This is an optimization exercise on Yosys and OpenROAD, whose aim is small area, not a production implementation. Where RTL was checked, it was by simulation tests only, not by an equivalence proof against the original. Only the layout flow was run in runs 1 to 4; the RTL was not checked for function there. Power and IR drop assume default switching activity.

[flow/flow/run.sh]
#!/bin/bash
# Standard layout, except that the port buffers are the smallest buffer
# cell instead of the one buffer_ports picks by default.
set -euo pipefail
export BUFFER_PORTS_ARGS="-buffer_cell sky130_fd_sc_hd__buf_1"
bash standard.sh > standard.log 2>&1
[flow/standard.sh]
#!/bin/bash
# synth_recipe.tcl (not shown) runs the flow's synth.tcl, then flattens the netlist and writes it again
# the make line also repeats each setting of config.mk as NAME=value (left out here)
make -C /OpenROAD-flow-scripts/flow DESIGN_CONFIG=/design/flow/config.mk WORK_HOME=/design/flow/orfs CLKGATE_MAP_FILE= SYNTH_SCRIPT=/design/flow/synth_recipe.tcl "${@:-finish}"
[flow/config.mk]
export PLATFORM = sky130hd
export DESIGN_NAME = sfs
export DESIGN_NICKNAME = sfs
export VERILOG_FILES = /design/flow/design.v
export SDC_FILE = /design/flow/constraint.sdc
export NUM_CORES = 4
export LEC_CHECK = 0
export CAP_MARGIN = 20
export CORE_MARGIN = 2
export CORE_UTILIZATION = 40
export SLEW_MARGIN = 20
export SYNTH_MEMORY_MAX_BITS = 8192
[flow/constraint.sdc]
create_clock -name core_clock -period 10.0 [get_ports {clk}]
set_input_delay 2.0000 -clock core_clock [delete_from_list [all_inputs] [get_ports {clk}]]
set_output_delay 2.0000 -clock core_clock [all_outputs]
set_load 0.01 [all_outputs]
[flow/design.v]
module sfs (
    input  wire        clk,
    input  wire        rst,
    input  wire        s_valid,
    input  wire        s_err,
    input  wire [7:0]  s_data,
    output wire        s_ready,
    output wire        m_valid,
    input  wire        m_ready,
    output reg  [31:0] m_seconds_index,
    output reg  [63:0] m_energy_count,
    output reg  [63:0] m_power,
    output reg  [63:0] m_power_l1,
    output reg  [63:0] m_power_l2,
    output reg  [63:0] m_power_l3,
    output reg  [15:0] m_voltage_l1,
    output reg  [15:0] m_voltage_l2,
    output reg  [15:0] m_voltage_l3,
    input  wire [63:0] ts_in,
    output reg  [63:0] m_timestamp,
    output wire        io_error,
    output reg         diag_valid,
    output reg  [1:0]  diag_reason
);
    localparam [1:0] ST_HUNT   = 2'd0;    
    localparam [1:0] ST_ACC    = 2'd1;
    localparam [1:0] ST_EMIT   = 2'd2;
    localparam [1:0] ST_FAILED = 2'd3;
    localparam [7:0] ESC = 8'h1b;
    reg  [1:0] st;
    reg  [8:0] pos;       
    reg  [2:0] run;       
    reg [15:0] crc;       
    reg [15:0] crc_sv;    
    reg        em_ok;     
    wire take   = s_valid && s_ready;
    wire take_b = take && !s_err;
    wire take_e = take && s_err;
    assign s_ready  = !rst && !st[1];
    assign m_valid  = !rst && (st == ST_EMIT);
    assign io_error = (st == ST_FAILED);
    function [15:0] crc16_byte;
        input [15:0] c_in;
        input [7:0]  b;
        integer k;
        reg [15:0] c;
        begin
            c = c_in ^ {8'h00, b};
            for (k = 0; k < 8; k = k + 1)
                c = c[0] ? ((c >> 1) ^ 16'h8408) : (c >> 1);
            crc16_byte = c;
        end
    endfunction
    wire        is_esc   = (s_data == ESC);
    wire        collapse = is_esc && (run == 3'd7);
    wire        trl      = (pos >= 9'd396);
    wire        in_crc   = (pos >= 9'd59) && (pos < 9'd368) && (pos != 9'd365);
    wire [15:0] crc_nx   = in_crc ? crc16_byte(crc, s_data) : crc;
    wire        frame_ok = em_ok && (crc == 16'hf0b8);
    wire wr = take_b && (st == ST_ACC);
    always @(posedge clk) begin
        if (rst) begin
            st          <= ST_HUNT;
            pos         <= 9'd0;
            diag_valid  <= 1'b0;
            diag_reason <= 2'b00;
        end else begin
            diag_valid  <= 1'b0;
            diag_reason <= 2'b00;
            case (st)
                ST_HUNT: begin
                    crc <= 16'hffff;
                    run <= 3'd0;
                    if (take_e) begin
                        st <= ST_FAILED;
                    end else if (take_b) begin
                        if (s_data == (pos[2] ? 8'h01 : ESC)) begin
                            pos <= pos + 9'd1;
                            if (pos[2:0] == 3'd7)
                                st <= ST_ACC;
                        end else begin
                            pos <= 9'd0;
                        end
                    end
                end
                ST_ACC: begin
                    if (take_e) begin
                        st <= ST_FAILED;
                    end else if (take_b) begin
                        if (!trl && collapse) begin
                            pos <= pos - 9'd3;
                            run <= 3'd0;
                            crc <= crc_sv;
                        end else begin
                            pos <= pos + 9'd1;
                            run <= is_esc ? run + 3'd1 : 3'd0;
                            crc <= crc_nx;
                            if (is_esc && run == 3'd3)
                                crc_sv <= crc_nx;
                            if (pos == 9'd403) begin
                                pos <= 9'd0;
                                if (frame_ok) begin
                                    st <= ST_EMIT;
                                end else begin
                                    st          <= ST_HUNT;
                                    diag_valid  <= 1'b1;
                                    diag_reason <= em_ok ? 2'b10 : 2'b01;
                                end
                            end
                        end
                    end
                end
                ST_EMIT: begin
                    if (m_ready)
                        st <= ST_HUNT;
                end
                default: ;  
            endcase
        end
    end
    always @(posedge clk) begin
        if (wr) begin
            if (pos == 9'd396) em_ok <= is_esc;
            if (pos == 9'd397 || pos == 9'd398 || pos == 9'd399)
                em_ok <= em_ok && is_esc;
            if (pos == 9'd400) em_ok <= em_ok && (s_data == 8'h1a);
        end
    end
    always @(posedge clk) begin
        if (wr) begin
            case (pos)
                9'd104: m_seconds_index[31:24] <= s_data;
                9'd105: m_seconds_index[23:16] <= s_data;
                9'd106: m_seconds_index[15: 8] <= s_data;
                9'd107: m_seconds_index[ 7: 0] <= s_data;
                9'd168: m_energy_count[63:56] <= s_data;
                9'd169: m_energy_count[55:48] <= s_data;
                9'd170: m_energy_count[47:40] <= s_data;
                9'd171: m_energy_count[39:32] <= s_data;
                9'd172: m_energy_count[31:24] <= s_data;
                9'd173: m_energy_count[23:16] <= s_data;
                9'd174: m_energy_count[15: 8] <= s_data;
                9'd175: m_energy_count[ 7: 0] <= s_data;
                9'd192: m_power[63:56] <= s_data;
                9'd193: m_power[55:48] <= s_data;
                9'd194: m_power[47:40] <= s_data;
                9'd195: m_power[39:32] <= s_data;
                9'd196: m_power[31:24] <= s_data;
                9'd197: m_power[23:16] <= s_data;
                9'd198: m_power[15: 8] <= s_data;
                9'd199: m_power[ 7: 0] <= s_data;
                9'd216: m_power_l1[63:56] <= s_data;
                9'd217: m_power_l1[55:48] <= s_data;
                9'd218: m_power_l1[47:40] <= s_data;
                9'd219: m_power_l1[39:32] <= s_data;
                9'd220: m_power_l1[31:24] <= s_data;
                9'd221: m_power_l1[23:16] <= s_data;
                9'd222: m_power_l1[15: 8] <= s_data;
                9'd223: m_power_l1[ 7: 0] <= s_data;
                9'd240: m_power_l2[63:56] <= s_data;
                9'd241: m_power_l2[55:48] <= s_data;
                9'd242: m_power_l2[47:40] <= s_data;
                9'd243: m_power_l2[39:32] <= s_data;
                9'd244: m_power_l2[31:24] <= s_data;
                9'd245: m_power_l2[23:16] <= s_data;
                9'd246: m_power_l2[15: 8] <= s_data;
                9'd247: m_power_l2[ 7: 0] <= s_data;
                9'd264: m_power_l3[63:56] <= s_data;
                9'd265: m_power_l3[55:48] <= s_data;
                9'd266: m_power_l3[47:40] <= s_data;
                9'd267: m_power_l3[39:32] <= s_data;
                9'd268: m_power_l3[31:24] <= s_data;
                9'd269: m_power_l3[23:16] <= s_data;
                9'd270: m_power_l3[15: 8] <= s_data;
                9'd271: m_power_l3[ 7: 0] <= s_data;
                9'd288: m_voltage_l1[15:8] <= s_data;
                9'd289: m_voltage_l1[ 7:0] <= s_data;
                9'd306: m_voltage_l2[15:8] <= s_data;
                9'd307: m_voltage_l2[ 7:0] <= s_data;
                9'd324: m_voltage_l3[15:8] <= s_data;
                9'd325: m_voltage_l3[ 7:0] <= s_data;
                default: ;
            endcase
        end
    end
    always @(posedge clk) begin
        if (!rst && wr && pos == 9'd403 && frame_ok)
            m_timestamp <= ts_in;
    end
endmodule
==> results of run 1 <==
-- cell usage in the layout (no fill, tap or decap), types with 10 or more instances in the layout --
cell       Yosys  final
mux2_2        12     12
buf_4          1     14
buf_1          0    538
nor2_1        54     53
nor3_1        22     18
and2_1        15     15
xor2_1        12     12
nand2_1       24     24
clkbuf_1      20     15
ha_1          12     12
xnor2_1       14     14
edfxtp_1     500    500
clkbuf_16      0     51
nand3_1       16     16
dfxtp_1       14     14
a21oi_1       10     10
-- flip-flops by register name (all words and copies together), names as in the netlist, 32 cells and up --
signal           flops
m_power_l3          64
m_seconds_index     32
m_power_l2          64
m_energy_count      64
m_power             64
m_timestamp         64
m_power_l1          64
-- metrics by stage --
step                area (µm²)  setup WS (ns)
floorplan                17620          3.413
global placement         20420          4.921
detailed placement       20420          4.825
CTS                      22020          5.139
global route             22060          5.017
finish                   22060          5.108
-- area by class of cell --
cell class              count  area [µm²]  share of cell area, %
clock inverters            26       256.5                  1.162
multi-input cells         322        2226                  10.09
clock buffers              67        1346                  6.102
well taps                 585       732.0                  3.317
inverters                   8       30.03                 0.1361
flip-flops and latches    514       15290                  69.32
repair buffers            563        2180                  9.878
-- kinds of logic (layout without fill, tap and decap cells) --
family / count (synthesis) / after routing / share of synthesized area [%]
AOI/OAI and AO/OA: 71 / 71 / 3.083
xor gates and xnor gates: 26 / 26 / 1.293
adders and majority gates: 12 / 12 / 0.8523
buffers and inverters: 34 / 664 / 0.8523
DFF: 514 / 514 / 86.82
muxes: 13 / 13 / 0.8310
and+or+nand+nor: 200 / 200 / 6.265
-- worst register-to-register path, stage by stage (launching register included) --
cell and delay, ns:
dfxtp_1 0.39, inv_1 0.13, ha_1 0.53, clkinv_1 0.66
or3_1 0.66, or2_2 0.57, nor3_1 0.93
-- synth_stat cells, types with 4 or more instances --
cell type | number | area share, %
ha_1 | 12 | 0.85
nor4_1 | 8 | 0.28
mux2_2 | 12 | 0.77
and3_1 | 9 | 0.32
dfxtp_1 | 14 | 1.6
xnor2_1 | 14 | 0.70
nand3_1 | 16 | 0.45
a31oi_1 | 6 | 0.21
a211o_1 | 6 | 0.30
and2_1 | 15 | 0.53
or3_1 | 4 | 0.14
o21ai_0 | 6 | 0.17
a21oi_1 | 10 | 0.28
inv_1 | 7 | 0.15
edfxtp_1 | 500 | 85
nor2b_1 | 4 | 0.14
a2bb2oi_1 | 5 | 0.25
nand4_1 | 7 | 0.25
a211oi_1 | 4 | 0.17
nand3b_1 | 4 | 0.17
xor2_1 | 12 | 0.60
nor3_1 | 22 | 0.63
nand2_1 | 24 | 0.51
nor2_1 | 54 | 1.2
clkbuf_1 | 20 | 0.43
-- metal layers --
layer  vias to the layer above  part of all wire [%]  routed length (µm)  global-route usage (%)
li1                       4611                     -                   -                       -
met1                      5220                    39               20580                   28.24
met2                       522                    51               26920                   37.88
met3                        68                   7.7                4048                   5.067
met4                         0                   2.0                1062                   6.202
met5                         -                     0                   0                       0
-- how the worst min path moves through the flow --
stage,from,to,depth (start not counted)
3_3_place_gp,pos[1]$_SDFFE_PP0P_,pos[1]$_SDFFE_PP0P_,2
3_5_place_dp,pos[1]$_SDFFE_PP0P_,pos[1]$_SDFFE_PP0P_,2
2_1_floorplan,pos[1]$_SDFFE_PP0P_,pos[1]$_SDFFE_PP0P_,2
6_report,pos[1]$_SDFFE_PP0P_,pos[1]$_SDFFE_PP0P_,2
4_1_cts,pos[1]$_SDFFE_PP0P_,pos[1]$_SDFFE_PP0P_,2
5_1_grt,pos[1]$_SDFFE_PP0P_,pos[1]$_SDFFE_PP0P_,2
-- power breakdown --
group          total (mW)  leakage [nW]  internal, mW  switching, mW
Sequential           2.36          4.57          2.36        0.00181
Combinational      0.0863          1.38        0.0204         0.0658
Clock                1.82         0.780          1.03          0.789
Total                4.27          6.73          3.42          0.856
==> out/metrics.csv, run 1 <==
stage,metric,value,unit
timing,RSZ-0062 raised after global routing,false,
run,maxcap violations,0,
placement,Final HPWL DP,35570,µm
die,die width,213.9,µm
layout,n_diodes,0,
timing,final period utilization,48.92,%
worst_setup_path,R2R depth,6,
yosys,syn nets,959,
routing,routed wire length,52610,µm
worst_setup_path,kind of start point of the critical path,input pin,
timing,Worst Tran Pin Value,1.060,ns
yosys,Async SR Flop Fraction,0,%
cts,clock-pin slew on the worst setup and hold paths,0.06,ns
worst_setup_path,max incr delay on CP,0.63,ns
cts,clk sinks,514,
timing,Final Hold Fails,0,
routing,1st-iter DRT viols,962,
worst_setup_path,arrival time at the worst endpoint,2.89,ns
grt,largest net degree at the start of global routing,65,
placement,GP Congestion,0.8729,
placement,number of buffers added on ports,546,
cts,Hold Buf Count CTS,0,
yosys,Mapped Area,17620,µm²
die,Core ar.,43270,µm²
cts,Resize count post-CTS,0,
grt,grt total ovfl,0,
yosys,Syn Inst Count,870,
power_and_ir_drop,Pwr Total,4.273,mW
grt,vias in the first global route,9996,
yosys,Post-synth EDFFs,500,
worst_setup_path,CP bufs+invs,2,
yosys,Yosys reg bits,514,
power_and_ir_drop,leakage power,6.730,nW
worst_setup_path,"delay-heaviest family, CP",buffers and inverters,
cts,CTS max path bufs,3,
worst_setup_path,most frequent CP cell,buf_1,
layout,Final Net Count,1549,
grt,first-pass GRT wire length,70900,µm
yosys,sequential area share after synthesis,86.82,%
routing,Wirelength per Cell,25.23,µm
placement,Placed Cells,1988,
cts,Num CTS Buffers,51,
yosys,Netlist cell types,71,
timing,slew margin rel.,28.80,%
worst_hold_path,Tightest Hold Check Type,flip-flop to flip-flop,
power_and_ir_drop,maximum VDD drop,0.1539,mV
routing,Pre-antenna DRT Iters,5,
cts,TritonCTS clock tree,done,
cts,depth of the CTS H-tree,2,
routing,remaining antenna violation count after routing,0,
power_and_ir_drop,PwrDens,193.6,nW/µm²
worst_setup_path,CP Cell Sequence,buf_1 -> nor2b_1 -> buf_1,
layout,Non-Filler Instances,2085,
worst_setup_path,Worst Setup SP,rst,
layout,Area Overhead vs Synth,25.26,%
worst_setup_path,CP max FO,18,
worst_setup_path,Critical-path top delay cell,buf_1,
worst_setup_path,flop2flop setup slack,5.76,ns
die,Starting Density,40.71,%
timing,Hold WS,0.5288,ns
cts,Root Driver,clkbuf_16,
yosys,Syn Area/Cell,20.25,µm²
grt,all-layer global routing usage,22.08,%
die,Die H,213.9,µm
timing,clk_skew,0.02112,ns
worst_setup_path,reg2reg end,m_power_l1[5]$_DFFE_PP_,
yosys,Synth Flop Type,edfxtp_1,
layout,Filler Cells Inserted,3628,
timing,Final Max Tran Viols,0,
cts,Clock Latency Late Sink,0.59,ns
cts,# Post-CTS Setup Buffers,0,
worst_setup_path,critical path data required time,8.00,ns
timing,Final min period,4.892,ns
layout,fraction of layout cells with a size suffix above 1,9.067,%
worst_setup_path,end of the critical path,m_valid,
worst_setup_path,worst reg2reg path startpoint,st[1]$_SDFFE_PP0P_,
worst_setup_path,crit path kind,input pin to output pin,
grt,antenna violations before repair,0,
timing,fmax,204.4,MHz
timing,endpoints failing setup,0,
routing,Vias/cell,4.998,
layout,Final Util,51.00,%
timing,setup TNS,0,ns
die,I/O pin count,547,
die,Die Area,45730,µm²
worst_setup_path,Crit. path cell count,3,
die,Rows,76,
routing,Via Count,10420,
routing,DRC,0,
yosys,Syn. warnings,1,
outcome,status,"complete, no violations",
worst_setup_path,CP Capture Type,output pin,
==> inputs of run 2 (changes only) <==
--- a/flow/config.mk
+++ b/flow/config.mk
@@ -10,2 +10,3 @@
 export CORE_UTILIZATION = 40
+export CTS_BUF_LIST = sky130_fd_sc_hd__clkbuf_4
 export SLEW_MARGIN = 20
==> run 2 against run 1 <==
  * Still clean
  * Combinational power up 0.9%
  * Wire length up 1.9%
  * Synthesized cell count unchanged
  * Maximum frequency up 0.15%
  * Cell count up 6.4%
  * Sequential share of layout area down 0.13 points
  * Critical path depth unchanged
  * Setup slack better by 0.0072 ns
  * Hold slack better by 0.0042 ns
  * Non-clock buffer count down 2
  * Die area unchanged
  * Largest cell class unchanged
==> out/metrics.csv, run 2 <==
stage,metric,value,unit,change
layout,"leading cell type in the layout, fill and taps excluded",buf_1,,
grt,first-pass GRT wire length,72460,µm,+2.2%
power_and_ir_drop,Clock power frac,41.8,%,-0.9 points
timing,final period utilization,48.85,%,-0.072 points
die,Die Area,45730,µm²,unchanged
cts,depth of the CTS H-tree,4,,+2
routing,Via Count,10930,,+4.9%
cts,TritonCTS clock tree,done,,
worst_setup_path,crit path kind,input pin to output pin,,
grt,all-layer global routing usage,22.95,%,+0.87 points
power_and_ir_drop,switching share of total power,21.14,%,+1.1 points
timing,Final WS setup,5.115,ns,+0.007240 ns
timing,slew margin rel.,28.20,%,-0.61 points
yosys,most common cell in the synthesized netlist,edfxtp_1,,
worst_setup_path,critical path data required time,8.00,ns,about the same
timing,clk_skew,0.06076,ns,+0.03964 ns
cts,clock-pin slew on the worst setup and hold paths,0.07,ns,about the same
cts,# Post-CTS Setup Buffers,0,,unchanged
yosys,biggest area consumer among synthesized cells,edfxtp_1,,
worst_setup_path,CP Capture Type,output pin,,
grt,largest net degree at the start of global routing,65,,unchanged
layout,Final Net Count,1626,,+5.0%
yosys,synth cell count leaders,"edfxtp_1 (500), nor2_1 (54), nand2_1 (24), nor3_1 (22), clkbuf_1 (20)",,
timing,Final Max Tran Viols,0,,unchanged
layout,Area Overhead vs Synth,25.49,%,
yosys,Syn Area/Cell,20.25,µm²,unchanged
routing,Wirelength per Cell,24.17,µm,-4.2%
worst_hold_path,Tightest Hold Check Type,flip-flop to flip-flop,,
placement,dpl ws,4.825,ns,unchanged
die,Starting Density,40.71,%,unchanged
yosys,Syn Inst Count,870,,unchanged
timing,Hold WS,0.5329,ns,+0.004161 ns
timing,RSZ-0062 raised after global routing,false,,
yosys,Mapped Area,17620,µm²,unchanged
placement,Final HPWL DP,35570,µm,unchanged
yosys,Async SR Flop Fraction,0,%,unchanged
yosys,Synth Flop Type,edfxtp_1,,
placement,GP Congestion,0.8729,,unchanged
yosys,Syn. warnings,1,,unchanged
cts,Clock Latency Late Sink,0.97,ns,+0.38 ns
worst_setup_path,CP Cell Sequence,buf_1 -> nor2b_1 -> buf_1,,
power_and_ir_drop,maximum VDD drop,0.1448,mV,-5.9%
cts,Resize count post-CTS,0,,unchanged
run,maxcap violations,0,,unchanged
power_and_ir_drop,leakage power,6.924,nW,+2.9%
placement,Post-DP Area,20420,µm²,unchanged
worst_setup_path,kind of start point of the critical path,input pin,,
timing,Final Hold Fails,0,,unchanged
yosys,sequential area share after synthesis,86.82,%,unchanged
timing,Final min period,4.885,ns,-0.007240 ns
worst_setup_path,CP max FO,18,,unchanged
layout,fraction of layout cells with a size suffix above 1,16.52,%,+7.5 points
die,I/O pin count,547,,unchanged
die,Rows,76,,unchanged
power_and_ir_drop,Power Internal,3.321,mW,-2.8%
die,Core ar.,43270,µm²,unchanged
power_and_ir_drop,Sequential Power Share,56.1,%,+0.8 points
routing,routed wire length,53600,µm,+1.9%
die,Die H,213.9,µm,unchanged
worst_setup_path,max incr delay on CP,0.62,ns,about the same
yosys,Synth area leaders,"edfxtp_1 (85%), dfxtp_1 (1.6%), nor2_1 (1.2%)",,
layout,"commonest cells after routing, fill and taps aside","buf_1 (538), edfxtp_1 (500), clkbuf_4 (188)",,
yosys,syn nets,959,,unchanged
power_and_ir_drop,PwrDens,190.5,nW/µm²,-1.6%
grt,antenna violations before repair,2,,+2
cts,clk sinks,514,,unchanged
die,die width,213.9,µm,unchanged
timing,fmax,204.7,MHz,+0.15%
worst_setup_path,"delay-heaviest family, CP",buffers and inverters,,
routing,Vias/cell,4.928,,-1.4%
placement,number of buffers added on ports,546,,unchanged
power_and_ir_drop,Sw Pwr,0.8904,mW,+4.0%
worst_setup_path,Critical-path top delay cell,buf_1,,
cts,CTS max path bufs,3,,unchanged
yosys,Yosys reg bits,514,,unchanged
timing,setup TNS,0,ns,unchanged
grt,vias in the first global route,10670,,+6.7%
cts,Num CTS Buffers,130,,+150%
yosys,post-synth top area share,85.23,%,unchanged
power_and_ir_drop,Comb pwr share,2.1,%,about the same
routing,Pre-antenna DRT Iters,6,,+1
yosys,Post-synth EDFFs,500,,unchanged
layout,Final Instance Area,22110,µm²,+0.19%
worst_setup_path,arrival time at the worst endpoint,2.88,ns,about the same
cts,Hold Buf Count CTS,0,,unchanged
yosys,Netlist cell types,71,,unchanged
outcome,status,"complete, no violations",,
worst_setup_path,most frequent CP cell,buf_1,,
timing,endpoints failing setup,0,,unchanged
cts,Root Driver,clkbuf_4,,
routing,1st-iter DRT viols,886,,-7.9%
grt,grt total ovfl,0,,unchanged
worst_setup_path,flop2flop setup slack,5.75,ns,about the same
routing,DRC,0,,unchanged
timing,Worst Tran Pin Value,1.069,ns,+0.009007 ns
routing,remaining antenna violation count after routing,0,,unchanged
worst_setup_path,CP bufs+invs,2,,unchanged
run 2: power groups by stage:
stage / clock (mW) / combinational, mW / sequential [mW]
6_report: 1.76 / 0.0871 / 2.36
3_3_place_gp: 0 / 0.0865 / 2.41
3_5_place_dp: 0 / 0.0873 / 2.41
4_1_cts: 1.80 / 0.0878 / 2.36
2_1_floorplan: 0 / 0.0264 / 2.41
5_1_grt: 1.92 / 0.0940 / 2.36
run 2: metrics by stage:
step	cells	power, mW	utilization (%)
global placement	1988	2.495	47.20
finish	2218	4.212	51.09
detailed placement	1988	2.496	47.20
global route	2217	4.371	51.09
floorplan	870	2.435	-
CTS	2211	4.252	50.98
run 2: path summary, 6_finish.rpt:
path | start | end | cells past startpoint
worst max-delay path | rst | m_valid | 3
worst min-delay path | pos[1]$_SDFFE_PP0P_ | pos[1]$_SDFFE_PP0P_ | 2
worst max register to register | st[1]$_SDFFE_PP0P_ | m_power_l1[1]$_DFFE_PP_ | 6
worst min register to register | pos[1]$_SDFFE_PP0P_ | pos[1]$_SDFFE_PP0P_ | 2
run 2: cell families (layout without fill, tap and decap cells):
group	count (synthesis)	after routing	share of synthesized area, %
flops	514	514	86.82
simple gates	200	200	6.265
compound gates	71	71	3.083
buf+inv	34	792	0.8523
xor+xnor	26	26	1.293
mux	13	13	0.8310
fa+ha+maj	12	12	0.8523
other cells	0	5	0
run 2: area by class of cell:
type / instances / area [µm²]
sequential: 514 / 15290
timing repair buffer: 561 / 2170
inverter: 8 / 30.03
clock buffer: 188 / 1411
tap: 585 / 732.0
clock inverter: 35 / 225.2
antenna: 5 / 12.51
multi-input combinational: 322 / 2231
fill: 3707 / 21160
run 2: routing by layer:
metal | global-route usage [%] | share of wire, %
met1 | 27.77 | 38
met2 | 38.08 | 51
met3 | 8.099 | 8.4
met4 | 8.405 | 2.4
met5 | 0 | 0
run 2: worst min-delay path, cell delays in order (launching register included):
cell and delay [ns]:
dfxtp_1 0.36, nand2_1 0.08, a21oi_1 0.05
==> inputs of run 3 (changes only) <==
--- a/flow/design.v
+++ b/flow/design.v
@@ -21,3 +21,3 @@
     output wire        io_error,
-    output reg         diag_valid,
+    output wire        diag_valid,
     output reg  [1:0]  diag_reason
@@ -41,2 +41,3 @@
     assign io_error = (st == ST_FAILED);
+    assign diag_valid = |diag_reason;
     function [15:0] crc16_byte;
@@ -64,6 +65,4 @@
             pos         <= 9'd0;
-            diag_valid  <= 1'b0;
             diag_reason <= 2'b00;
         end else begin
-            diag_valid  <= 1'b0;
             diag_reason <= 2'b00;
@@ -105,3 +104,2 @@
                                     st          <= ST_HUNT;
-                                    diag_valid  <= 1'b1;
                                     diag_reason <= em_ok ? 2'b10 : 2'b01;
==> flow/flow/run.sh (replaced) <==
#!/bin/bash
# Standard layout, except: the port buffers are the smallest buffer cell
# instead of the one buffer_ports picks by default, and the clock tree is
# built from clkbuf_8 cells with sink clusters of at most 12 flip-flops.
set -euo pipefail
export BUFFER_PORTS_ARGS="-buffer_cell sky130_fd_sc_hd__buf_1"
export CTS_ARGS="-sink_clustering_enable -repair_clock_nets -sink_clustering_size 12 -sink_clustering_max_diameter 50 -buf_list sky130_fd_sc_hd__clkbuf_8"
bash standard.sh > standard.log 2>&1
--- a/flow/config.mk
+++ b/flow/config.mk
@@ -9,4 +9,4 @@
 export CORE_MARGIN = 2
-export CORE_UTILIZATION = 40
-export CTS_BUF_LIST = sky130_fd_sc_hd__clkbuf_4
+export CORE_UTILIZATION = 60
+export PLACE_DENSITY = 0.7
 export SLEW_MARGIN = 20
==> run 3 against run 2 <==
  * Count of clock-buffer cells in the layout decreased by 137
  * Non-clock buffer count is 2 lower
  * Utilization increased by 22 points
  * Setup slack got worse by 0.036 ns
  * Cell count shrank 16%
  * Wire length down 8.8%
  * Clock skew down 0.027 ns
  * Register-to-register slack better by 0.05 ns
  * Still clean
  * Clock power fell by 36%
  * First-iteration DRC count rose by 53%
==> out/metrics.csv, run 3 <==
stage,metric,value,unit,change
layout,n_diodes,0,,-5
worst_setup_path,reg2reg end,m_power_l3[34]$_DFFE_PP_,,
timing,fmax,203.2,MHz,-0.72%
cts,Root Driver,clkbuf_8,,
routing,Metal-1 WL,18630,µm,-9.6%
timing,Hold WS,0.4749,ns,-0.05803 ns
worst_setup_path,R2R depth,7,,+1
cts,TritonCTS clock tree,done,,
yosys,most common cell in the synthesized netlist,edfxtp_1,,
run,maxcap violations,0,,unchanged
worst_setup_path,flop2flop setup slack,5.80,ns,+0.05 ns
cts,Clock Latency Late Sink,0.58,ns,-0.39 ns
worst_setup_path,Critical-path top delay cell,nor3_1,,
routing,met3 wire length,4840,µm,+7.9%
die,die width,174.8,µm,-18%
yosys,Netlist cell types,55,,-23%
yosys,Async SR Flop Fraction,0,%,unchanged
yosys,Post-synth EDFFs,500,,unchanged
power_and_ir_drop,Pwr Total,3.568,mW,-15%
die,I/O pin count,547,,unchanged
layout,Area Overhead vs Synth,19.46,%,
grt,vias in the first global route,9682,,-9.3%
timing,Final Max Tran Viols,0,,unchanged
worst_hold_path,hold path cells,1,,-1
power_and_ir_drop,leakage power,6.362,nW,-8.1%
die,Starting Density,60.96,%,+20 points
cts,CTS max path bufs,3,,unchanged
worst_hold_path,hold_sp,em_ok$_DFFE_PP_,,
grt,grt total ovfl,0,,unchanged
worst_setup_path,CP Capture Type,flip-flop,,
yosys,synth cell count leaders,"edfxtp_1 (500), nor2_1 (53), nand2_1 (44), nor3_1 (27), clkbuf_1 (24)",,
grt,antenna violations before repair,0,,-2
die,Core ar.,28700,µm²,-34%
layout,Final Instance Area,20900,µm²,-5.4%
routing,top layer reached by signal wires,met4,,
timing,RSZ-0062 raised after global routing,false,,
routing,remaining antenna violation count after routing,0,,unchanged
placement,GP Congestion,0.8488,,-2.8%
yosys,syn nets,966,,+0.73%
die,Die Area,30540,µm²,-33%
placement,Post-DP Area,20060,µm²,-1.8%
yosys,Synth area leaders,"edfxtp_1 (86%), dfxtp_1 (1.5%), nor2_1 (1.1%)",,
yosys,biggest area consumer among synthesized cells,edfxtp_1,,
layout,"commonest cells after routing, fill and taps aside","buf_1 (538), edfxtp_1 (500), nor2_1 (53)",,
placement,Final HPWL DP,33440,µm,-6.0%
cts,# Post-CTS Setup Buffers,0,,unchanged
routing,routed wire length,48910,µm,-8.8%
worst_setup_path,critical path data required time,10.20,ns,+2.20 ns
timing,final period utilization,49.20,%,+0.36 points
yosys,Syn Area/Cell,19.95,µm²,-1.5%
power_and_ir_drop,PwrDens,170.7,nW/µm²,-10%
worst_setup_path,CP max FO,16,,-2
routing,Wirelength per Cell,26.25,µm,+8.6%
timing,Final min period,4.920,ns,+0.03554 ns
yosys,sequential area share after synthesis,87.30,%,+0.48 points
worst_hold_path,Tightest Hold Check Type,flip-flop to flip-flop,,
layout,"leading cell type in the layout, fill and taps excluded",buf_1,,
timing,setup TNS,0,ns,unchanged
worst_setup_path,max incr delay on CP,0.99,ns,+0.37 ns
yosys,Syn Inst Count,877,,+0.80%
yosys,Mapped Area,17500,µm²,-0.67%
die,Die H,174.8,µm,-18%
yosys,post-synth top area share,85.81,%,+0.58 points
routing,1st-iter DRT viols,1352,,+53%
worst_setup_path,CP Cell Sequence,buf_1 -> nor4b_1 -> nand2_1 -> nor2_1 -> nand4_1 -> nor3_1,,
yosys,Syn. warnings,1,,unchanged
timing,endpoints failing setup,0,,unchanged
timing,Final Hold Fails,0,,unchanged
worst_setup_path,crit path kind,input pin to flip-flop,,
timing,Worst Tran Pin Value,1.082,ns,+0.01299 ns
routing,met2 wire length,24210,µm,-11%
cts,Hold Buf Count CTS,0,,unchanged
yosys,Synth Flop Type,edfxtp_1,,
worst_setup_path,kind of start point of the critical path,input pin,,
timing,slew margin rel.,27.33,%,-0.87 points
grt,all-layer global routing usage,31.20,%,+8.2 points
layout,fraction of layout cells with a size suffix above 1,6.964,%,-9.6 points
yosys,Yosys reg bits,513,,-0.19%
placement,dpl ws,4.526,ns,-0.2994 ns
worst_setup_path,worst reg2reg path startpoint,st[1]$_SDFFE_PP0P_,,
cts,depth of the CTS H-tree,2,,-2
timing,Final WS setup,5.080,ns,-0.03554 ns
power_and_ir_drop,maximum VDD drop,0.1321,mV,-8.7%
cts,clock-pin slew on the worst setup and hold paths,0.07,ns,about the same
cts,Num CTS Buffers,50,,-62%
worst_hold_path,WHS Endpoint,diag_reason[0]$_SDFF_PP0_,,
die,Rows,62,,-18%
worst_setup_path,arrival time at the worst endpoint,5.12,ns,+2.24 ns
routing,Pre-antenna DRT Iters,6,,unchanged
timing,clk_skew,0.03424,ns,-0.02652 ns
placement,number of buffers added on ports,546,,unchanged
cts,clk sinks,513,,-0.19%
routing,Via Count,10550,,-3.5%
grt,first-pass GRT wire length,67830,µm,-6.4%
routing,Vias/cell,5.661,,+15%
routing,DRC,0,,unchanged
outcome,status,"complete, no violations",,
cts,Resize count post-CTS,0,,unchanged
grt,largest net degree at the start of global routing,65,,unchanged
layout,Final Net Count,1552,,-4.6%
run 3: cell count changes after synthesis, moves of 5 or more:
cell	before	now
inv_1	7	12
nand2_1	24	44
a21o_1	3	8
nor3_1	22	27
a2bb2oi_1	5	0
run 3: critical path: cells and delay by family:
kind / cells / cell delay [ns]
buffers and inverters: 1 / 0.27
and+or+nand+nor: 5 / 2.83
run 3: final cells by class:
| class | instances | area, µm² |
|---|---|---|
| repair buffers | 559 | 2157 |
| inverters | 13 | 48.80 |
| clock inverters | 17 | 105.1 |
| flip-flops and latches | 513 | 15270 |
| fillers | 1873 | 7800 |
| multi-input cells | 326 | 2135 |
| clock buffers | 51 | 701.9 |
| well taps | 384 | 480.5 |
run 3: cell families after synthesis:
| group | count (synthesis) | synth area share [%] |
|---|---|---|
| multiplexers | 13 | 0.8081 |
| AO/OA/AOI/OAI | 66 | 2.810 |
| adder cells (fa/ha/maj) | 12 | 0.8581 |
| AND/OR/NAND/NOR | 208 | 6.050 |
| flip-flops | 513 | 87.30 |
| XOR/XNOR | 27 | 1.352 |
| buffers and inverters | 38 | 0.8223 |
run 3: how the worst max path moves through the flow:
stage	endpoint	slack (ns)	cells past startpoint	startpoint
2_1_floorplan	m_timestamp[0]$_DFFE_PP_	0.30	4	rst
3_3_place_gp	m_power[1]$_DFFE_PP_	4.66	6	rst
3_5_place_dp	m_power[6]$_DFFE_PP_	4.53	6	rst
4_1_cts	m_power[19]$_DFFE_PP_	5.18	6	rst
5_1_grt	m_power[30]$_DFFE_PP_	4.88	6	rst
6_report	m_power[22]$_DFFE_PP_	5.08	6	rst
run 3: per-stage QoR:
stage / util, % / std cells
2_1_floorplan: - / 877
3_3_place_gp: 69.90 / 1794
3_5_place_dp: 69.90 / 1794
4_1_cts: 72.71 / 1862
5_1_grt: 72.82 / 1863
6_report: 72.82 / 1863
run 3: report_power, final:
part / internal [mW] / leakage [nW] / total [mW] / switching (mW)
combinational: 0.0195 / 1.36 / 0.0824 / 0.0629
sequential: 2.35 / 4.56 / 2.36 / 0.00164
clock: 0.491 / 0.444 / 1.13 / 0.638
total: 2.87 / 6.36 / 3.57 / 0.703
run 3: routing by layer:
metal	GRT usage (%)	up-vias
li1	-	4559
met1	44.93	5221
met2	49.72	702
met3	6.506	64
met4	8.368	0
met5	0	-
==> inputs of run 4 (changes only) <==
--- a/flow/config.mk
+++ b/flow/config.mk
@@ -9,4 +9,3 @@
 export CORE_MARGIN = 2
-export CORE_UTILIZATION = 60
-export PLACE_DENSITY = 0.7
+export CORE_UTILIZATION = 40
 export SLEW_MARGIN = 20
==> run 4 against run 3 <==
  * Design area grew 1.9%
  * Total power up 3.1%
  * Critical path type unchanged
  * Area after synthesis is the same
  * Register-to-register slack worse by 0.14 ns
  * Still clean on timing, DRC and antenna
  * Largest cell class unchanged
  * Utilization decreased by 24 points
  * Count of clock-buffer cells in the layout increased by 3
  * Wire length grew 8.0%
==> out/metrics.csv, run 4 <==
stage,metric,value,unit,change
yosys,Netlist cell types,55,,unchanged
power_and_ir_drop,maximum VDD drop,0.09065,mV,-31%
timing,clk_skew,0.03456,ns,+0.0003241 ns
cts,depth of the CTS H-tree,2,,unchanged
power_and_ir_drop,PwrDens,172.8,nW/µm²,+1.2%
placement,GP Congestion,0.8300,,-2.2%
layout,sequential cell area,15270,µm²,unchanged
worst_setup_path,flop2flop setup slack,5.66,ns,-0.14 ns
timing,Final min period,4.847,ns,-0.07309 ns
worst_setup_path,CP Capture Type,flip-flop,,
layout,Area Overhead vs Synth,21.69,%,
grt,antenna violations before repair,0,,unchanged
layout,area of the multi-input gates,2140,µm²,+0.23%
die,die width,213.1,µm,+22%
die,I/O pin count,547,,unchanged
cts,Num CTS Buffers,54,,+8.0%
grt,first-pass GRT wire length,71430,µm,+5.3%
timing,endpoints failing setup,0,,unchanged
worst_setup_path,critical path data required time,10.28,ns,+0.08 ns
cts,Clock Latency Late Sink,0.66,ns,+0.08 ns
yosys,Yosys reg bits,513,,unchanged
layout,fraction of layout cells with a size suffix above 1,7.810,%,+0.85 points
power_and_ir_drop,Pwr Total,3.679,mW,+3.1%
worst_setup_path,Critical-path top delay cell,nor3_1,,
yosys,Syn. warnings,1,,unchanged
worst_setup_path,worst reg2reg path startpoint,st[1]$_SDFFE_PP0P_,,
routing,remaining antenna violation count after routing,0,,unchanged
worst_setup_path,CP Cell Sequence,buf_1 -> or3b_2 -> nor3_1 -> nand4_1 -> nor3_1,,
placement,Final HPWL DP,35330,µm,+5.7%
worst_setup_path,end of the critical path,m_power_l3[40]$_DFFE_PP_,,
cts,clock-pin slew on the worst setup and hold paths,0.08,ns,about the same
grt,vias in the first global route,10100,,+4.3%
yosys,synth cell count leaders,"edfxtp_1 (500), nor2_1 (53), nand2_1 (44), nor3_1 (27), clkbuf_1 (24)",,
yosys,most common cell in the synthesized netlist,edfxtp_1,,
worst_setup_path,reg2reg end,m_power_l3[40]$_DFFE_PP_,,
die,Die Area,45430,µm²,+49%
cts,# Post-CTS Setup Buffers,0,,unchanged
layout,"commonest cells after routing, fill and taps aside","buf_1 (538), edfxtp_1 (500), clkbuf_8 (54)",,
cts,CTS max path bufs,3,,unchanged
worst_setup_path,arrival time at the worst endpoint,5.13,ns,about the same
worst_setup_path,Crit. path cell count,5,,-1
timing,RSZ-0062 raised after global routing,false,,
routing,DRC,0,,unchanged
yosys,Synth area leaders,"edfxtp_1 (86%), dfxtp_1 (1.5%), nor2_1 (1.1%)",,
grt,grt total ovfl,0,,unchanged
placement,number of buffers added on ports,546,,unchanged
yosys,Syn Inst Count,877,,unchanged
worst_setup_path,CP bufs+invs,1,,unchanged
yosys,Synth Flop Type,edfxtp_1,,
worst_setup_path,"delay-heaviest family, CP",simple AND/OR/NAND/NOR gates,,
timing,final period utilization,48.47,%,-0.73 points
worst_setup_path,R2R depth,7,,unchanged
routing,Pre-antenna DRT Iters,7,,+1
die,Rows,76,,+23%
worst_hold_path,Tightest Hold Check Type,flip-flop to flip-flop,,
run,maxcap violations,0,,unchanged
yosys,Syn Area/Cell,19.95,µm²,unchanged
yosys,biggest area consumer among synthesized cells,edfxtp_1,,
cts,Resize count post-CTS,0,,unchanged
worst_setup_path,kind of start point of the critical path,input pin,,
worst_setup_path,most frequent CP cell,nor3_1,,
yosys,post-synth top area share,85.81,%,unchanged
routing,1st-iter DRT viols,962,,-29%
grt,all-layer global routing usage,22.36,%,-8.8 points
outcome,status,"complete, no violations",,
cts,TritonCTS clock tree,done,,
worst_setup_path,Worst Setup SP,rst,,
layout,"leading cell type in the layout, fill and taps excluded",buf_1,,
yosys,Mapped Area,17500,µm²,unchanged
timing,setup TNS,0,ns,unchanged
timing,fmax,206.3,MHz,+1.5%
grt,largest net degree at the start of global routing,65,,unchanged
die,Starting Density,40.53,%,-20 points
yosys,Post-synth EDFFs,500,,unchanged
worst_setup_path,CP max FO,16,,unchanged
routing,Vias/cell,5.007,,-12%
worst_setup_path,max incr delay on CP,1.08,ns,+0.09 ns
timing,slew margin rel.,28.39,%,+1.1 points
cts,clk sinks,513,,unchanged
layout,Filler Cells Inserted,3711,,+98%
die,Core ar.,43170,µm²,+50%
cts,Root Driver,clkbuf_8,,
layout,Final Net Count,1559,,+0.45%
timing,Final Max Tran Viols,0,,unchanged
timing,Worst Tran Pin Value,1.066,ns,-0.01586 ns
cts,Hold Buf Count CTS,0,,unchanged
yosys,Async SR Flop Fraction,0,%,unchanged
power_and_ir_drop,leakage power,6.440,nW,+1.2%
worst_setup_path,crit path kind,input pin to flip-flop,,
die,Die H,213.1,µm,+22%
timing,Final Hold Fails,0,,unchanged
yosys,syn nets,966,,unchanged
routing,Via Count,10440,,-1.1%
routing,routed wire length,52830,µm,+8.0%
routing,Wirelength per Cell,25.35,µm,-3.4%
yosys,sequential area share after synthesis,87.30,%,unchanged
run 4: through the flow:
step	worst slack, ns	hold slack [ns]	util [%]	std cells	area [µm²]
final	5.153	0.5234	49.32	2084	21290
after global routing	4.993	0.5183	49.31	2083	21290
after CTS	5.253	0.5325	49.24	2083	21260
after detailed placement	4.527	0.5053	47.13	1999	20340
after global placement	4.668	0.5011	47.13	1999	20340
after floorplan	0.2978	0.4207	-	877	17500
run 4: per-layer routing:
layer | vias up | wire length [µm] | global-route usage [%] | part of all wire, %
met5 | - | 0 | 0 | 0
met4 | 0 | 2002 | 9.722 | 3.8
met3 | 106 | 4013 | 5.295 | 7.6
met2 | 510 | 26370 | 37.23 | 50
met1 | 5234 | 20450 | 28.00 | 39
li1 | 4585 | - | - | -
run 4: how the worst min path moves through the flow:
stage	cells after the start	slack (ns)	endpoint	start
finish	1	0.52	diag_reason[0]$_SDFF_PP0_	em_ok$_DFFE_PP_
global route	1	0.52	diag_reason[0]$_SDFF_PP0_	em_ok$_DFFE_PP_
floorplan	1	0.42	diag_reason[0]$_SDFF_PP0_	em_ok$_DFFE_PP_
CTS	1	0.53	diag_reason[0]$_SDFF_PP0_	em_ok$_DFFE_PP_
detailed placement	1	0.51	diag_reason[0]$_SDFF_PP0_	em_ok$_DFFE_PP_
global placement	1	0.50	diag_reason[0]$_SDFF_PP0_	em_ok$_DFFE_PP_
run 4: cell type report:
| type | instances | area share, % |
|---|---|---|
| repair buffers | 562 | 10.24 |
| inverters | 13 | 0.2292 |
| well taps | 585 | 3.438 |
| multi-input cells | 326 | 10.05 |
| flip-flops and latches | 513 | 71.74 |
| clock buffers | 54 | 3.491 |
| diodes | 1 | 0.01175 |
| clock inverters | 30 | 0.8051 |
run 4: cell families (layout without fill, tap and decap cells):
kind of cell / Yosys count / count (layout) / share of synthesized area (%)
AO/OA/AOI/OAI: 66 / 66 / 2.810
XOR/XNOR: 27 / 27 / 1.352
adder cells (fa/ha/maj): 12 / 12 / 0.8581
buffers and inverters: 38 / 659 / 0.8223
flip-flops: 513 / 513 / 87.30
multiplexers: 13 / 13 / 0.8081
other: 0 / 1 / 0
AND/OR/NAND/NOR: 208 / 208 / 6.050
run 4: report_power, final:
group / internal [mW] / switching, mW
logic: 0.0199 / 0.0677
registers: 2.35 / 0.00165
clock network: 0.509 / 0.726
==> inputs of run 5 (changes only) <==
--- a/flow/design.v
+++ b/flow/design.v
@@ -21,3 +21,3 @@
     output wire        io_error,
-    output wire        diag_valid,
+    output reg         diag_valid,
     output reg  [1:0]  diag_reason
@@ -35,2 +35,4 @@
     reg        em_ok;     
+    reg        c0_ok;     
+    reg        c1_ok;     
     wire take   = s_valid && s_ready;
@@ -41,3 +43,2 @@
     assign io_error = (st == ST_FAILED);
-    assign diag_valid = |diag_reason;
     function [15:0] crc16_byte;
@@ -57,5 +58,5 @@
     wire        trl      = (pos >= 9'd396);
-    wire        in_crc   = (pos >= 9'd59) && (pos < 9'd368) && (pos != 9'd365);
+    wire        in_crc   = (pos >= 9'd59) && (pos < 9'd365);
     wire [15:0] crc_nx   = in_crc ? crc16_byte(crc, s_data) : crc;
-    wire        frame_ok = em_ok && (crc == 16'hf0b8);
+    wire        frame_ok = em_ok && c0_ok && c1_ok;
     wire wr = take_b && (st == ST_ACC);
@@ -65,4 +66,6 @@
             pos         <= 9'd0;
+            diag_valid  <= 1'b0;
             diag_reason <= 2'b00;
         end else begin
+            diag_valid  <= 1'b0;
             diag_reason <= 2'b00;
@@ -104,2 +107,3 @@
                                     st          <= ST_HUNT;
+                                    diag_valid  <= 1'b1;
                                     diag_reason <= em_ok ? 2'b10 : 2'b01;
@@ -120,2 +124,4 @@
         if (wr) begin
+            if (pos == 9'd366) c0_ok <= (s_data == ~crc[7:0]);
+            if (pos == 9'd367) c1_ok <= (s_data == ~crc[15:8]);
             if (pos == 9'd396) em_ok <= is_esc;
==> flow/run.sh (new file) <==
#!/bin/bash
# synth_recipe.tcl (not shown) runs the flow's synth.tcl, then flattens the netlist and writes it again
# the make line also repeats each setting of config.mk as NAME=value (left out here)
make -C /OpenROAD-flow-scripts/flow DESIGN_CONFIG=/design/flow/config.mk WORK_HOME=/design/flow/orfs CLKGATE_MAP_FILE= SYNTH_SCRIPT=/design/flow/synth_recipe.tcl finish
removed: flow/flow/run.sh
removed: flow/standard.sh
==> run 5 against run 4 <==
  * Setup slack worse by 0.86 ns
  * Clock skew down 0.013 ns
  * Largest cell class unchanged
  * Critical path depth down 2
  * Sequential power about the same
  * Sequential cell count up 3
  * Die area up 1.1%
  * Critical path type is now input pin to output pin
  * Combinational power up 21%
==> out/metrics.csv, run 5 <==
stage,metric,value,unit,change
outcome,status,"complete, no violations",,
grt,largest net degree at the start of global routing,65,,unchanged
yosys,post-synth top area share,85.24,%,-0.57 points
timing,Final min period,5.710,ns,+0.8628 ns
layout,Final Instance Area,25410,µm²,+19%
die,Core ar.,43930,µm²,+1.8%
die,Rows,77,,+1.3%
yosys,Yosys reg bits,516,,+0.58%
yosys,Simple-Gate Fraction of Synth Area,5.490,%,-0.56 points
routing,Vias/cell,4.942,,-1.3%
yosys,Syn Area/Cell,20.03,µm²,+0.39%
yosys,Mapped Area,17680,µm²,+1.1%
yosys,Async SR Flop Fraction,0,%,unchanged
yosys,synth cell count leaders,"edfxtp_1 (502), nor2_1 (54), nand2_1 (33), and2_1 (23), xor2_1 (23)",,
layout,Final Net Count,1558,,-0.064%
cts,clock-pin slew on the worst setup and hold paths,0.06,ns,-0.02 ns
die,Die Area,45910,µm²,+1.1%
cts,depth of the CTS H-tree,2,,unchanged
timing,final period utilization,57.10,%,+8.6 points
die,I/O pin count,547,,unchanged
routing,Wirelength per Cell,25.97,µm,+2.4%
routing,Pre-antenna DRT Iters,5,,-2
timing,setup TNS,0,ns,unchanged
cts,clk sinks,516,,+0.58%
yosys,biggest area consumer among synthesized cells,edfxtp_1,,
timing,Worst Tran Pin Value,0.9471,ns,-0.1188 ns
placement,number of buffers added on ports,546,,unchanged
timing,Final Max Tran Viols,0,,unchanged
layout,area of the multi-input gates,2173,µm²,+1.6%
cts,Num CTS Buffers,51,,-5.6%
yosys,Netlist cell types,55,,unchanged
power_and_ir_drop,leakage power,8.191,nW,+27%
placement,Post-DP Area,23860,µm²,+17%
grt,antenna violations before repair,0,,unchanged
power_and_ir_drop,maximum VDD drop,0.1326,mV,+46%
yosys,Synth Area in Compound Gates,2.908,%,+0.098 points
yosys,Synth area leaders,"edfxtp_1 (85%), dfxtp_1 (1.6%), nor2_1 (1.1%)",,
worst_setup_path,CP Capture Type,output pin,,
layout,fraction of layout cells with a size suffix above 1,6.958,%,-0.85 points
grt,first-pass GRT wire length,76940,µm,+7.7%
cts,Clock Latency Late Sink,0.59,ns,-0.07 ns
routing,Via Count,10380,,-0.49%
yosys,sequential area share after synthesis,86.83,%,-0.47 points
yosys,most common cell in the synthesized netlist,edfxtp_1,,
routing,routed wire length,54560,µm,+3.3%
layout,"leading cell type in the layout, fill and taps excluded",clkdlybuf4s50_1,,
grt,vias in the first global route,10270,,+1.6%
worst_setup_path,kind of start point of the critical path,input pin,,
timing,fmax,175.1,MHz,-15%
layout,Filler Cells Inserted,3440,,-7.3%
yosys,Synth Flop Type,edfxtp_1,,
timing,RSZ-0062 raised after global routing,false,,
die,Starting Density,40.25,%,-0.27 points
yosys,Post-Synth XOR/XNOR Area,1.783,%,+0.43 points
worst_setup_path,arrival time at the worst endpoint,3.71,ns,-1.42 ns
cts,CTS max path bufs,3,,unchanged
cts,Root Driver,clkbuf_16,,
worst_setup_path,CP max FO,18,,+2
die,die width,214.3,µm,+0.53%
yosys,main combinational cell family by area after synthesis,simple AND/OR/NAND/NOR gates,,
cts,# Post-CTS Setup Buffers,0,,unchanged
yosys,Adder-Cell Fraction of Synth Area,0.8490,%,-0.0091 points
die,Die H,214.3,µm,+0.53%
routing,1st-iter DRT viols,729,,-24%
timing,clk_skew,0.02205,ns,-0.01251 ns
yosys,Syn. warnings,1,,unchanged
cts,Resize count post-CTS,0,,unchanged
routing,remaining antenna violation count after routing,0,,unchanged
layout,Area Overhead vs Synth,43.68,%,
routing,DRC,0,,unchanged
yosys,Post-synth EDFFs,502,,+0.40%
cts,TritonCTS clock tree,done,,
yosys,Syn Inst Count,883,,+0.68%
yosys,multiplexer share of the synthesized area,1.132,%,+0.32 points
layout,sequential cell area,15350,µm²,+0.52%
worst_setup_path,critical path data required time,8.00,ns,-2.28 ns
cts,Hold Buf Count CTS,0,,unchanged
yosys,syn nets,972,,+0.62%
timing,slew margin rel.,36.33,%,+7.9 points
layout,n_diodes,0,,-1
worst_hold_path,Tightest Hold Check Type,flip-flop to flip-flop,,
run,maxcap violations,0,,unchanged
placement,Final HPWL DP,37580,µm,+6.4%
timing,endpoints failing setup,0,,unchanged
placement,GP Congestion,0.8356,,+0.67%
power_and_ir_drop,PwrDens,167.6,nW/µm²,-3.0%
layout,"commonest cells after routing, fill and taps aside","clkdlybuf4s50_1 (538), edfxtp_1 (502), nor2_1 (54)",,
timing,Final Hold Fails,0,,unchanged
grt,grt total ovfl,0,,unchanged
worst_setup_path,crit path kind,input pin to output pin,,
grt,all-layer global routing usage,23.36,%,+1.0 points
[run 5: cells by family after synthesis]
kind of cell / Yosys count
XOR/XNOR: 36
AO/OA/AOI/OAI: 69
flip-flops: 516
AND/OR/NAND/NOR: 186
buffers and inverters: 45
multiplexers: 19
adder cells (fa/ha/maj): 12
[run 5: final cells by class]
| cell class | instances | area share [%] |
|---|---|---|
| sequential | 516 | 60.43 |
| timing repair buffer | 559 | 21.74 |
| multi-input combinational | 322 | 8.553 |
| clock buffer | 58 | 5.210 |
| tap | 592 | 2.915 |
| clock inverter | 35 | 0.8765 |
| inverter | 19 | 0.2807 |
[run 5: worst paths after layout]
check | slack, ns | from | cells past startpoint | to
worst min register to register | 0.53 | crc_sv[10]$_DFFE_PP_ | 2 | crc[10]$_SDFFCE_PN1P_
worst max register to register | 6.17 | st[1]$_SDFFE_PP0P_ | 7 | m_power_l2[44]$_DFFE_PP_
worst max-delay path | 4.29 | rst | 3 | m_valid
worst min-delay path | 0.53 | crc_sv[10]$_DFFE_PP_ | 2 | crc[10]$_SDFFCE_PN1P_
[run 5: metal layers]
layer  GRT usage (%)  vias to the layer above  wire length, µm
met5               0                        -                0
met4           9.167                        0             1804
met3           5.078                       87             3454
met2           39.64                      435            27640
met1           29.39                     5268            21660
li1                -                     4594                -
[run 5: worst max-delay path, cell delays in order]
cell,delay (ns)
clkdlybuf4s50_1,0.84
nor2b_1,0.30
clkdlybuf4s50_1,0.56
[run 5: per-stage QoR]
step                      cells  util (%)  hold slack, ns  setup WS (ns)  total power, mW
final                      2101     57.84          0.5343          4.290            4.258
after global routing       2101     57.84          0.5688          4.220            4.394
after CTS                  2101     57.83          0.5424          4.297            4.296
after detailed placement   2008     54.31          0.5257          4.185            2.527
after global placement     2008     54.31          0.5152          4.274            2.527
after floorplan             883         -          0.4717          2.073            2.446
[run 5: report_power, final]
| group | internal (mW) | switching (mW) | total, mW |
|---|---|---|---|
| Clock | 0.998 | 0.782 | 1.78 |
| Sequential | 2.37 | 0.00182 | 2.37 |
| Combinational | 0.0386 | 0.0676 | 0.106 |

-- afterwards: timing with drivers on the ports --
Ports are ideal in the flow. The routed layouts listed here were re-timed in OpenROAD. Step 1 (the two cells are an assumption about what drives the block):
set clk [get_ports {clk}]
set_driving_cell -lib_cell sky130_fd_sc_hd__clkbuf_16 $clk
set_driving_cell -lib_cell sky130_fd_sc_hd__buf_2 [delete_from_list [all_inputs] $clk]
Step 2 also shifts input and output timing later by t, the mid clock arrival at the registers, as if the neighbouring blocks saw the same clock. Slacks: no drivers / after step 1 / after step 2; pairs: no drivers / after step 1.
| run | t, ns | slack for setup (ns) | hold slack, ns | worst setup path after step 2 | cell pins on the clock port's net |
|---|---|---|---|---|---|
| run 1 | 0.640 | 5.108 / 5.082 / 4.801 | 0.529 / 0.529 / 0.529 | input to register | 1 |
| run 2 | 0.994 | 5.115 / 5.089 / 4.787 | 0.533 / 0.533 / 0.533 | input to register | 1 |
| run 3 | 0.611 | 5.080 / 5.107 / 4.497 | 0.475 / 0.475 / 0.475 | input to register | 1 |
| run 4 | 0.703 | 5.153 / 5.184 / 4.481 | 0.523 / 0.523 / 0.523 | input to register | 1 |
| run 5 | 0.633 | 4.290 / 4.269 / 4.165 | 0.534 / 0.534 / 0.534 | input to register | 1 |
After both steps every run listed still meets setup and hold. The setup slack of run 4, which loses most, moves by +0.031 ns with the drivers and by -0.672 ns with both steps.
